From an optimization exercise on the open Yosys and OpenROAD flow, aimed at a short achievable clock period and few clock cycles; shortcuts taken in it are not production practice.
Only simulation tests tie the RTL to the original design; equivalence was not proved.
Power figures rest on the tool's default switching activity, not on a simulated workload.

## flow/config.mk

```make
export PLATFORM = sky130hd
export DESIGN_NAME = rafb_top
export DESIGN_NICKNAME = rafb_top
export VERILOG_FILES = /design/flow/design.v
export SDC_FILE = /design/flow/constraint.sdc
export NUM_CORES = 4
export LEC_CHECK = 0
export CAP_MARGIN = 20
export CORE_MARGIN = 2
export CORE_UTILIZATION = 40
export SLEW_MARGIN = 20
```

## flow/constraint.sdc

```tcl
create_clock -name core_clock -period 9.0 [get_ports {clk}]
set_input_delay 1.8000 -clock core_clock [delete_from_list [all_inputs] [get_ports {clk}]]
set_output_delay 1.8000 -clock core_clock [all_outputs]
set_load 0.01 [all_outputs]
```

## flow/design.v

```verilog
module rafb_top (
    input  wire        clk,
    input  wire        rst,
    input  wire        cmd_valid,
    output wire        cmd_ready,
    input  wire [31:0] cmd_data,
    output wire        rsp_valid,
    input  wire        rsp_ready,
    output wire [7:0]  rsp_data,
    output wire        frm_valid,
    input  wire        frm_ready,
    output wire [7:0]  frm_data,
    output wire        frm_first,
    output wire [7:0]  frm_pages,
    output wire [7:0]  frm_width,
    output wire [7:0]  pos_x,
    output wire [7:0]  pos_y,
    output wire        dir,
    output wire [3:0]  step,
    output wire        mode,
    output wire        ind_manual,
    output wire        ind_auto,
    output wire        pos_changed,
    output reg         mem_en,
    output reg         mem_we,
    output reg  [9:0]  mem_addr,
    output reg  [7:0]  mem_wdata,
    input  wire [7:0]  mem_rdata
);
    localparam [7:0] OP_SETPX   = 8'h01, OP_GETPX  = 8'h02, OP_FILL    = 8'h03,
                     OP_DRAWSQ  = 8'h04, OP_ERASESQ = 8'h05, OP_DRAWX  = 8'h06,
                     OP_DRAWCH  = 8'h07, OP_DRAWSTR = 8'h08, OP_PRESENT = 8'h09,
                     OP_MVUP    = 8'h10, OP_MVDOWN = 8'h11, OP_MVLEFT  = 8'h12,
                     OP_MVRIGHT = 8'h13, OP_SETMODE = 8'h14, OP_TICK   = 8'h15,
                     OP_RENDER  = 8'h16, OP_CMD    = 8'h20, OP_RDREG   = 8'h30;
    localparam [3:0] S_IDLE     = 4'd0,
                     S_PIX      = 4'd1,    
                     S_PIX_WR   = 4'd2,    
                     S_FILL     = 4'd3,
                     S_GET_RD   = 4'd4,
                     S_GET_LAT  = 4'd5,
                     S_RSP      = 4'd6,
                     S_FRM_RD   = 4'd7,
                     S_FRM_LAT  = 4'd8,
                     S_FRM_SEND = 4'd9,
                     S_STR_WORD = 4'd10,   
                     S_STR_CHAR = 4'd11,   
                     S_STR_NEXT = 4'd12;
    localparam [1:0] R_IDLE = 2'd0, R_STR = 2'd1, R_RDRAW = 2'd2, R_RFRAME = 2'd3;
    localparam [1:0] K_SQ = 2'd0, K_CROSS = 2'd1, K_CHAR = 2'd2;
    function [24:0] glyph_rom;
        input [5:0] row;
        begin
            case (row)
            6'd0: glyph_rom = 25'h1f8c63f;
            6'd1: glyph_rom = 25'h0e9d72e;
            6'd2: glyph_rom = 25'h0087e40;
            6'd3: glyph_rom = 25'h12ad6b9;
            6'd4: glyph_rom = 25'h0aad6b1;
            6'd5: glyph_rom = 25'h04f9087;
            6'd6: glyph_rom = 25'h09ad6b7;
            6'd7: glyph_rom = 25'h08ad6ae;
            6'd8: glyph_rom = 25'h0119721;
            6'd9: glyph_rom = 25'h0aad6aa;
            6'd10: glyph_rom = 25'h0ead6a2;
            6'd11: glyph_rom = 25'h1e294be;
            6'd12: glyph_rom = 25'h0aad6bf;
            6'd13: glyph_rom = 25'h118c62e;
            6'd14: glyph_rom = 25'h0e8c63f;
            6'd15: glyph_rom = 25'h11ad6bf;
            6'd16: glyph_rom = 25'h01294bf;
            6'd17: glyph_rom = 25'h0dac62e;
            6'd18: glyph_rom = 25'h1f2109f;
            6'd19: glyph_rom = 25'h118fe31;
            6'd20: glyph_rom = 25'h017c608;
            6'd21: glyph_rom = 25'h008a89f;
            6'd22: glyph_rom = 25'h108421f;
            6'd23: glyph_rom = 25'h1f1105f;
            6'd24: glyph_rom = 25'h1f4105f;
            6'd25: glyph_rom = 25'h0e8c62e;
            6'd26: glyph_rom = 25'h02294bf;
            6'd27: glyph_rom = 25'h164d62e;
            6'd28: glyph_rom = 25'h12694bf;
            6'd29: glyph_rom = 25'h09ad6b2;
            6'd30: glyph_rom = 25'h010fc21;
            6'd31: glyph_rom = 25'h0f8420f;
            6'd32: glyph_rom = 25'h0744107;
            6'd33: glyph_rom = 25'h1f4111f;
            6'd34: glyph_rom = 25'h1151151;
            6'd35: glyph_rom = 25'h0117041;
            6'd36: glyph_rom = 25'h119d731;
            default: glyph_rom = 25'h0;
            endcase
        end
    endfunction
    function [4:0] glyph_col;
        input [7:0] ch;
        input [2:0] col;
        reg   [24:0] g;
        begin
            if (ch >= 8'h41 && ch <= 8'h5A)
                g = glyph_rom(ch[5:0] - 6'h01 + 6'd11);
            else if (ch >= 8'h30 && ch <= 8'h39)
                g = glyph_rom(ch[5:0] - 6'h30 + 6'd1);
            else
                g = 25'h0;
            glyph_col = g[col*5 +: 5];
        end
    endfunction
    reg [3:0]  state;
    reg [1:0]  ret;           
    reg [1:0]  kind;          
    reg [8:0]  bx, by;        
    reg [7:0]  sz;            
    reg [7:0]  ii, jj;        
    reg        pval;          
    reg [7:0]  ch_r;          
    reg [9:0]  cnt;           
    reg [7:0]  rsp_r;
    reg [7:0]  frm_r;
    reg [2:0]  getbit;
    reg [7:0]  fa_r, fb_r;    
    reg [8:0]  cx, cy;
    reg [7:0]  left;          
    reg [31:0] word_r;
    reg [1:0]  bi;            
    reg        stop;          
    reg [7:0]  px_r, py_r, prevx_r, prevy_r;
    reg        dir_r, mode_r;
    reg [3:0]  step_r;
    wire [7:0] op = cmd_data[31:24];
    wire [7:0] fa = cmd_data[23:16];
    wire [7:0] fb = cmd_data[15:8];
    wire [7:0] fc = cmd_data[7:0];
    assign cmd_ready   = (state == S_IDLE) || (state == S_STR_WORD);
    assign rsp_valid   = (state == S_RSP);
    assign rsp_data    = rsp_r;
    assign frm_valid   = (state == S_FRM_SEND);
    assign frm_data    = frm_r;
    assign frm_first   = (cnt == 10'd0);
    assign frm_pages   = 8'd8;
    assign frm_width   = 8'd128;
    assign pos_x       = px_r;
    assign pos_y       = py_r;
    assign dir         = dir_r;
    assign step        = step_r;
    assign mode        = mode_r;
    assign ind_manual  = ~mode_r;
    assign ind_auto    = mode_r;
    assign pos_changed = (px_r != prevx_r) || (py_r != prevy_r);
    wire [9:0] pix_x   = {1'b0, bx} + {2'b0, ii};
    wire [9:0] pix_y   = {1'b0, by} + {2'b0, jj};
    wire       pix_in  = (pix_x < 10'd128) && (pix_y < 10'd64);
    wire [9:0] pix_idx = {pix_x[6:0], pix_y[5:3]};
    wire [2:0] pix_bit = pix_y[2:0];
    wire [4:0] gcol    = glyph_col(ch_r, ii[2:0]);
    wire       on_diag = (ii == jj) || (ii == 8'd7 - jj);
    reg        pix_val;
    reg        pix_skip;
    always @(*) begin
        pix_val  = pval;
        pix_skip = 1'b0;
        case (kind)
            K_CROSS: begin pix_val = 1'b1; pix_skip = !on_diag; end
            K_CHAR:  pix_val = gcol[jj[2:0]];
            default: ;
        endcase
    end
    wire       pix_last_row = (jj + 8'd1 == sz);
    wire       pix_last     = pix_last_row && (ii + 8'd1 == sz);
    wire [7:0] str_ch = word_r[bi*8 +: 8];
    wire       str_wrap = (cx + 9'd5 > 9'd128);
    wire [8:0] str_x  = str_wrap ? 9'd0 : cx;
    wire [8:0] str_y  = str_wrap ? cy + 9'd5 : cy;
    wire       str_full = (str_y + 9'd5 > 9'd64);
    reg [7:0] reg_val;
    always @(*) begin
        case (fc)
            8'd0:  reg_val = px_r;
            8'd1:  reg_val = py_r;
            8'd2:  reg_val = prevx_r;
            8'd3:  reg_val = prevy_r;
            8'd4:  reg_val = {7'd0, dir_r};
            8'd5:  reg_val = {4'd0, step_r};
            8'd6:  reg_val = {7'd0, mode_r};
            8'd7:  reg_val = {5'd0, pos_changed, mode_r, ~mode_r};
            8'd8:  reg_val = 8'h80;
            8'd9:  reg_val = 8'h40;
            8'd10: reg_val = 8'h08;
            default: reg_val = 8'h00;
        endcase
    end
    always @(*) begin
        mem_en    = 1'b0;
        mem_we    = 1'b0;
        mem_addr  = 10'd0;
        mem_wdata = 8'd0;
        case (state)
            S_PIX: if (pix_in && !pix_skip) begin
                mem_en   = 1'b1;
                mem_addr = pix_idx;
            end
            S_PIX_WR: begin
                mem_en    = 1'b1;
                mem_we    = 1'b1;
                mem_addr  = pix_idx;
                mem_wdata = mem_rdata;
                mem_wdata[pix_bit] = pix_val;
            end
            S_FILL: begin
                mem_en    = 1'b1;
                mem_we    = 1'b1;
                mem_addr  = cnt;
                mem_wdata = {8{pval}};
            end
            S_GET_RD: begin
                mem_en   = 1'b1;
                mem_addr = {fa_r[6:0], fb_r[5:3]};
            end
            S_FRM_RD: begin
                mem_en   = 1'b1;
                mem_addr = cnt;
            end
            S_FRM_SEND: if (frm_ready && cnt != 10'd1023) begin
                mem_en   = 1'b1;
                mem_addr = cnt + 10'd1;
            end
            default: ;
        endcase
    end
    task start_loop;
        input [1:0] k;
        input [8:0] x0;
        input [8:0] y0;
        input [7:0] side;
        input       v;
        input [1:0] r;
        begin
            kind <= k;
            bx   <= x0;
            by   <= y0;
            sz   <= side;
            pval <= v;
            ret  <= r;
            ii   <= 8'd0;
            jj   <= 8'd0;
            state <= (side == 8'd0) ? S_IDLE : S_PIX;
        end
    endtask
    task loop_done;
        begin
            case (ret)
                R_STR:   state <= S_STR_NEXT;
                R_RDRAW: start_loop(K_SQ, {1'b0, px_r}, {1'b0, py_r}, 8'd8, 1'b1, R_RFRAME);
                R_RFRAME: begin
                    prevx_r <= px_r;
                    prevy_r <= py_r;
                    cnt     <= 10'd0;
                    state   <= S_FRM_RD;
                end
                default: state <= S_IDLE;
            endcase
        end
    endtask
    task loop_next;
        begin
            if (pix_last) begin
                loop_done;
            end else begin
                state <= S_PIX;
                if (pix_last_row) begin
                    jj <= 8'd0;
                    ii <= ii + 8'd1;
                end else begin
                    jj <= jj + 8'd1;
                end
            end
        end
    endtask
    always @(posedge clk) begin
        if (rst) begin
            state   <= S_IDLE;
            px_r    <= 8'd8;
            py_r    <= 8'd8;
            prevx_r <= 8'd8;
            prevy_r <= 8'd8;
            dir_r   <= 1'b0;
            step_r  <= 4'd0;
            mode_r  <= 1'b0;
        end else begin
            case (state)
            S_IDLE: if (cmd_valid) begin
                case (op)
                OP_SETPX:   start_loop(K_SQ, {1'b0, fa}, {1'b0, fb}, 8'd1, fc[0], R_IDLE);
                OP_GETPX: begin
                    fa_r   <= fa;
                    fb_r   <= fb;
                    getbit <= fb[2:0];
                    if (fa < 8'd128 && fb < 8'd64) begin
                        state <= S_GET_RD;
                    end else begin
                        rsp_r <= 8'd0;
                        state <= S_RSP;
                    end
                end
                OP_FILL: begin
                    pval  <= fc[0];
                    cnt   <= 10'd0;
                    state <= S_FILL;
                end
                OP_DRAWSQ:  start_loop(K_SQ, {1'b0, fa}, {1'b0, fb}, fc, 1'b1, R_IDLE);
                OP_ERASESQ: start_loop(K_SQ, {1'b0, fa}, {1'b0, fb}, fc, 1'b0, R_IDLE);
                OP_DRAWX:   start_loop(K_CROSS, {1'b0, fa}, {1'b0, fb}, 8'd8, 1'b1, R_IDLE);
                OP_DRAWCH: begin
                    ch_r <= fc;
                    start_loop(K_CHAR, {1'b0, fa}, {1'b0, fb}, 8'd5, 1'b1, R_IDLE);
                end
                OP_DRAWSTR: begin
                    cx    <= {1'b0, fa};
                    cy    <= {1'b0, fb};
                    left  <= fc;
                    stop  <= 1'b0;
                    state <= (fc == 8'd0) ? S_IDLE : S_STR_WORD;
                end
                OP_PRESENT: begin
                    cnt   <= 10'd0;
                    state <= S_FRM_RD;
                end
                OP_MVUP:    if (!(py_r < 8'd16))  py_r <= py_r - 8'd8;
                OP_MVDOWN:  if (!(py_r > 8'd48))  py_r <= py_r + 8'd8;
                OP_MVLEFT:  if (!(px_r < 8'd16))  px_r <= px_r - 8'd8;
                OP_MVRIGHT: if (!(px_r > 8'd104)) px_r <= px_r + 8'd8;
                OP_SETMODE: mode_r <= fc[0];
                OP_TICK: if (mode_r) begin
                    if (step_r < 4'd14) begin
                        if (!dir_r) begin
                            if (!(px_r > 8'd104)) px_r <= px_r + 8'd8;
                        end else begin
                            if (!(px_r < 8'd16))  px_r <= px_r - 8'd8;
                        end
                        step_r <= step_r + 4'd1;
                    end else begin
                        dir_r  <= ~dir_r;
                        step_r <= 4'd0;
                        if (!(py_r > 8'd48)) py_r <= py_r + 8'd8;
                    end
                end
                OP_RENDER: if (pos_changed)
                    start_loop(K_SQ, {1'b0, prevx_r}, {1'b0, prevy_r}, 8'd8, 1'b0, R_RDRAW);
                OP_CMD: begin
                    case (fc)
                    8'd0: begin mode_r <= 1'b0; if (!(py_r < 8'd16))  py_r <= py_r - 8'd8; end
                    8'd1: begin mode_r <= 1'b0; if (!(px_r < 8'd16))  px_r <= px_r - 8'd8; end
                    8'd2: begin mode_r <= 1'b0; if (!(px_r > 8'd104)) px_r <= px_r + 8'd8; end
                    8'd3: begin mode_r <= 1'b0; if (!(py_r > 8'd48))  py_r <= py_r + 8'd8; end
                    8'd4: mode_r <= 1'b1;
                    default: ;
                    endcase
                end
                OP_RDREG: begin
                    rsp_r <= reg_val;
                    state <= S_RSP;
                end
                default: ;
                endcase
            end
            S_PIX: begin
                if (pix_in && !pix_skip)
                    state <= S_PIX_WR;
                else
                    loop_next;
            end
            S_PIX_WR: loop_next;
            S_FILL: begin
                cnt <= cnt + 10'd1;
                if (cnt == 10'd1023)
                    state <= S_IDLE;
            end
            S_GET_RD:  state <= S_GET_LAT;
            S_GET_LAT: begin
                rsp_r <= {7'd0, mem_rdata[getbit]};
                state <= S_RSP;
            end
            S_RSP: if (rsp_ready) state <= S_IDLE;
            S_FRM_RD:  state <= S_FRM_LAT;
            S_FRM_LAT: begin
                frm_r <= mem_rdata;
                state <= S_FRM_SEND;
            end
            S_FRM_SEND: if (frm_ready) begin
                if (cnt == 10'd1023) begin
                    state <= S_IDLE;
                end else begin
                    cnt   <= cnt + 10'd1;
                    state <= S_FRM_LAT;
                end
            end
            S_STR_WORD: if (cmd_valid) begin
                word_r <= cmd_data;
                bi     <= 2'd0;
                state  <= S_STR_CHAR;
            end
            S_STR_CHAR: begin
                left <= left - 8'd1;
                bi   <= bi + 2'd1;
                if (stop || str_full) begin
                    stop  <= 1'b1;
                    state <= S_STR_NEXT;
                end else begin
                    cx   <= str_x + 9'd5;
                    cy   <= str_y;
                    ch_r <= str_ch;
                    start_loop(K_CHAR, str_x, str_y, 8'd5, 1'b1, R_STR);
                end
            end
            S_STR_NEXT: begin
                if (left == 8'd0)
                    state <= S_IDLE;
                else if (bi == 2'd0)
                    state <= S_STR_WORD;
                else
                    state <= S_STR_CHAR;
            end
            default: state <= S_IDLE;
            endcase
        end
    end
endmodule
```

## flow/run.sh

```bash
#!/bin/bash
# synth_recipe.tcl (not shown) runs the flow's synth.tcl, then flattens the netlist and writes it again
# the make line also repeats each setting of config.mk as NAME=value (left out here)
make -C /OpenROAD-flow-scripts/flow DESIGN_CONFIG=/design/flow/config.mk WORK_HOME=/design/flow/orfs CLKGATE_MAP_FILE= SYNTH_SCRIPT=/design/flow/synth_recipe.tcl finish
```

==> run summary <==
-- per-stage QoR --
stage	total power, mW	hold slack, ps	utilization
detailed placement	1.37	540	0.443
finish	2.10	556	0.459
global placement	1.37	529	0.443
global route	2.17	587	0.458
floorplan	1.22	500	-
CTS	2.10	550	0.458
-- state kept, by name, summed over array words and instances (netlist names), 6 cells and up --
name / count
ch_r: 8
cnt: 10
cy: 9
bx: 9
sz: 8
left: 8
word_r: 32
by: 9
rsp_r: 8
fa_r: 7
jj: 8
cx: 9
fb_r: 6
frm_r: 8
ii: 8
-- cell usage after synthesis (8+ instances only) --
cell type,number,share of area
mux2_2,8,0.0058
o31ai_1,25,0.012
o211ai_1,21,0.010
clkbuf_1,105,0.026
nand4_1,19,0.0077
o21ai_1,10,0.0032
a31oi_1,30,0.012
mux4_2,13,0.019
and2_1,21,0.0085
nand3b_1,8,0.0039
o311ai_0,9,0.0051
a311oi_1,16,0.0091
and3_1,20,0.0081
mux2i_1,30,0.019
a22oi_1,13,0.0063
o22ai_1,8,0.0032
nor3b_1,12,0.0058
nor2b_1,30,0.012
a21o_1,30,0.015
dfxtp_1,30,0.039
xor2_1,34,0.019
edfxtp_1,155,0.30
a211oi_1,17,0.0083
nand2_1,185,0.045
nand3_1,64,0.021
o21ai_0,125,0.041
xnor2_1,62,0.035
inv_1,45,0.011
nor3_1,50,0.016
o2111ai_1,8,0.0045
a21oi_1,116,0.038
nor4_1,28,0.011
buf_1,14,0.0034
buf_4,24,0.012
nor2_1,158,0.038
o221ai_1,11,0.0062
nand2b_1,28,0.011
buf_2,17,0.0055
ha_1,52,0.042
or3_1,14,0.0057
-- logic make-up after synthesis --
family	Yosys count
multiplexers	51
AND/OR/NAND/NOR	677
other	2
XOR/XNOR	100
adder cells (fa/ha/maj)	55
flip-flops	185
AO/OA/AOI/OAI	543
buffers and inverters	209
-- per-layer routing --
metal	routed length, um	vias to the layer above
met5	0	-
met4	1320	0
met1	24400	7297
met3	4900	102
met2	24800	803
li1	-	6823
-- cells in the final DEF (no fill, tap or decap), types with 19 or more instances in the layout --
cell,n
nand2_1,185
nor2_1,158
edfxtp_1,155
o21ai_0,125
a21oi_1,116
clkdlybuf4s50_1,103
nand3_1,63
xnor2_1,62
ha_1,52
nor3_1,46
inv_1,45
buf_4,35
xor2_1,34
nor2b_1,30
a21o_1,30
mux2i_1,30
a31oi_1,30
dfxtp_1,30
nand2b_1,28
nor4_1,27
o31ai_1,25
conb_1,22
and2_1,21
o211ai_1,21
and3_1,20
nand4_1,19
-- final timing paths --
path / startpoint / depth (start not counted) / end / slack [ps]
worst max register to register: cx[2] / 11 / by[3] / 4480
worst min register to register: step_r[2] / 2 / step_r[2] / 560
worst min-delay path: step_r[2] / 2 / step_r[2] / 560
worst max-delay path: ch_r[1] / 14 / mem_wdata[5] / 850
-- final cells by class --
class / count / area share
diodes: 3 / 0.000432
clock buffers: 20 / 0.0252
clock inverters: 12 / 0.00670
inverters: 48 / 0.0104
multi-input cells: 1448 / 0.543
flip-flops and latches: 185 / 0.303
well taps: 511 / 0.0368
repair buffers: 138 / 0.0745
-- power groups by stage --
stage,Combinational (mW),Clock [mW],Sequential [mW]
4_1_cts,0.367,0.744,0.986
6_report,0.374,0.734,0.988
3_5_place_dp,0.365,0,1.01
3_3_place_gp,0.363,0,1.01
5_1_grt,0.402,0.775,0.991
2_1_floorplan,0.237,0,0.985
-- tightest hold or removal path, delay by kind of cell (launching register included) --
family,cells,cell delay [ps]
flops,1,380
simple gates,1,80
compound gates,1,50
==> out/metrics.yaml <==
fin_cells: 2365
final.setup.tns_ps: 0
coreArea_sq_um: 37800
path_delay_family: "compound AO/OA/AOI/OAI gates"
synth_top_flop_cell: "edfxtp_1"
power_frac_comb: 0.179
avgSynthCellArea_sq_um: 8.48
floorplan.initialDensity: 0.408
cp-start-kind: "flip-flop"
fin_skew_ps: 10.3
vdd_drop_max_v: 0.000146
yosysWarnings: 1
cp_cell_sequence: "ha_1, ha_1, buf_4, and2_1, nor2_1, o21ai_0, a31oi_1, o311ai_0, nand4_1, nor4_1, a31oi_1, o211ai_2, o21ai_1, clkdlybuf4s50_1"
p_sw_frac: 0.293
stdcell_area_sq_um: 17400
syn_area_sq_um: 15400
fin_crit_sh: 0.906
synth-compound-area-share: 0.235
end_kind: "primary output"
path_max_fanout: 30
tightest_slew_ps: 1070
synth_fa_ha_area_frac: 0.0460
cts_setup_buffers: 0
fmax_mhz: 123
grtUsageMet3: 0.0369
route.detailed.drc: 0
io_buffers: 103
ant_nets: 0
cts_max_level: 4
rows: 71
grt_pass1_vias: 13915
power_frac_clock: 0.350
gr-usage-all-layers: 0.268
areaGrowthSynthToFinish_pct: 12.4
maxSlewViolCount: 0
async_flop_share: 0
cts_buffers: 17
cpMaxStageDelayCell: "edfxtp_1"
netlist_instances: 1822
globalRouteMet2Util: 0.408
cts_tree: "yes"
setup_slack_ps: 846
synthMuxAreaShare: 0.0442
drt-initial-drc-count: 2014
synth-xor-area-share: 0.0587
clock_latency_ps: 450
setup_viol: 0
gp_congestion: 0.964
intPower_mw: 1.48
antenna_found_initial: 0
placed_cells: 2330
multi_input_area_sq_um: 9430
cts_hold_buf: 0
path_clk_slew_ps: 70
num_io_pins: 126
grt_util_met1: 0.394
fp.dieH_um: 200
min_period_ps: 8150
dp_hpwl_mm: 41.1
slew_headroom: 0.288
p_seq_frac: 0.471
seq_area_sq_um: 5260
wire_per_inst_um: 23.4
cp.arrival_ps: 6350
rsz0062_at_grt: "no"
power_density_nw_per_um2: 121
ctsRootBufferMaster: "clkbuf_16"
synth_edf_count: 155
dr.pass1.iters: 6
grt.busiest_layer: "met2"
routed_wirelength_mm: 55.4
place_ws_ps: 1580
p_leak_nw: 6.02
hold_path.class: "reg2reg"
cts_buffer_depth: 2
ctsResizeCount: 0
die-area_sq_um: 40200
die_w_um: 200
synth_top_family_by_area: "compound AO/OA/AOI/OAI gates"
synth_seq_cells: 185
vias_per_cell: 6.35
switchingPower_uw: 615
crit_required_ps: 7200
slowest_delay_ps: 1000
drive_above_1_share: 0.0654
outcome: "finished clean"
cts.sinks: 185
critical_path_buf_inv_count: 2
synth-seq-area-share: 0.340
fillCellCount: 3726
synth_cell_types: 92
critPathKind: "reg2out"
synth_simple_gate_area_frac: 0.217
grt_max_degree: 60
hold_viol_final: 0
drv_cap: 0
gr-total-overflow: 0
dpl_cell_area_sq_um: 16800
grt_pass1_wl_mm: 84.5
fin_nets: 1938
vias: 15025
Testbench counts, summed over its fixed seeds: cycles 749,065.

[what the ideal ports hide]
Ports are ideal in the flow. The routed layout listed here was re-timed in OpenROAD.
Step 1, drivers: a clkbuf_16 drives clk and a buf_2 each remaining input, both assumed.
Step 2, shift: input delay + t, output delay - t, t = (earliest + latest rising clock arrival at the registers) / 2. This alone moves slack from input paths to output paths.
a / b / c = no drivers / after step 1 / after step 2; a / b = the first two.
t, ns: 0.490
setup slack, ns: 0.846 / 0.799 / 1.289
hold slack, ns: 0.556 / 0.556 / 0.556
clock arrival spread, ns: 0.011 / 0.010
After both steps setup and hold are still met in this run. For this run, drivers alone change the setup slack by -0.047 ns; drivers and shift together by +0.443 ns.
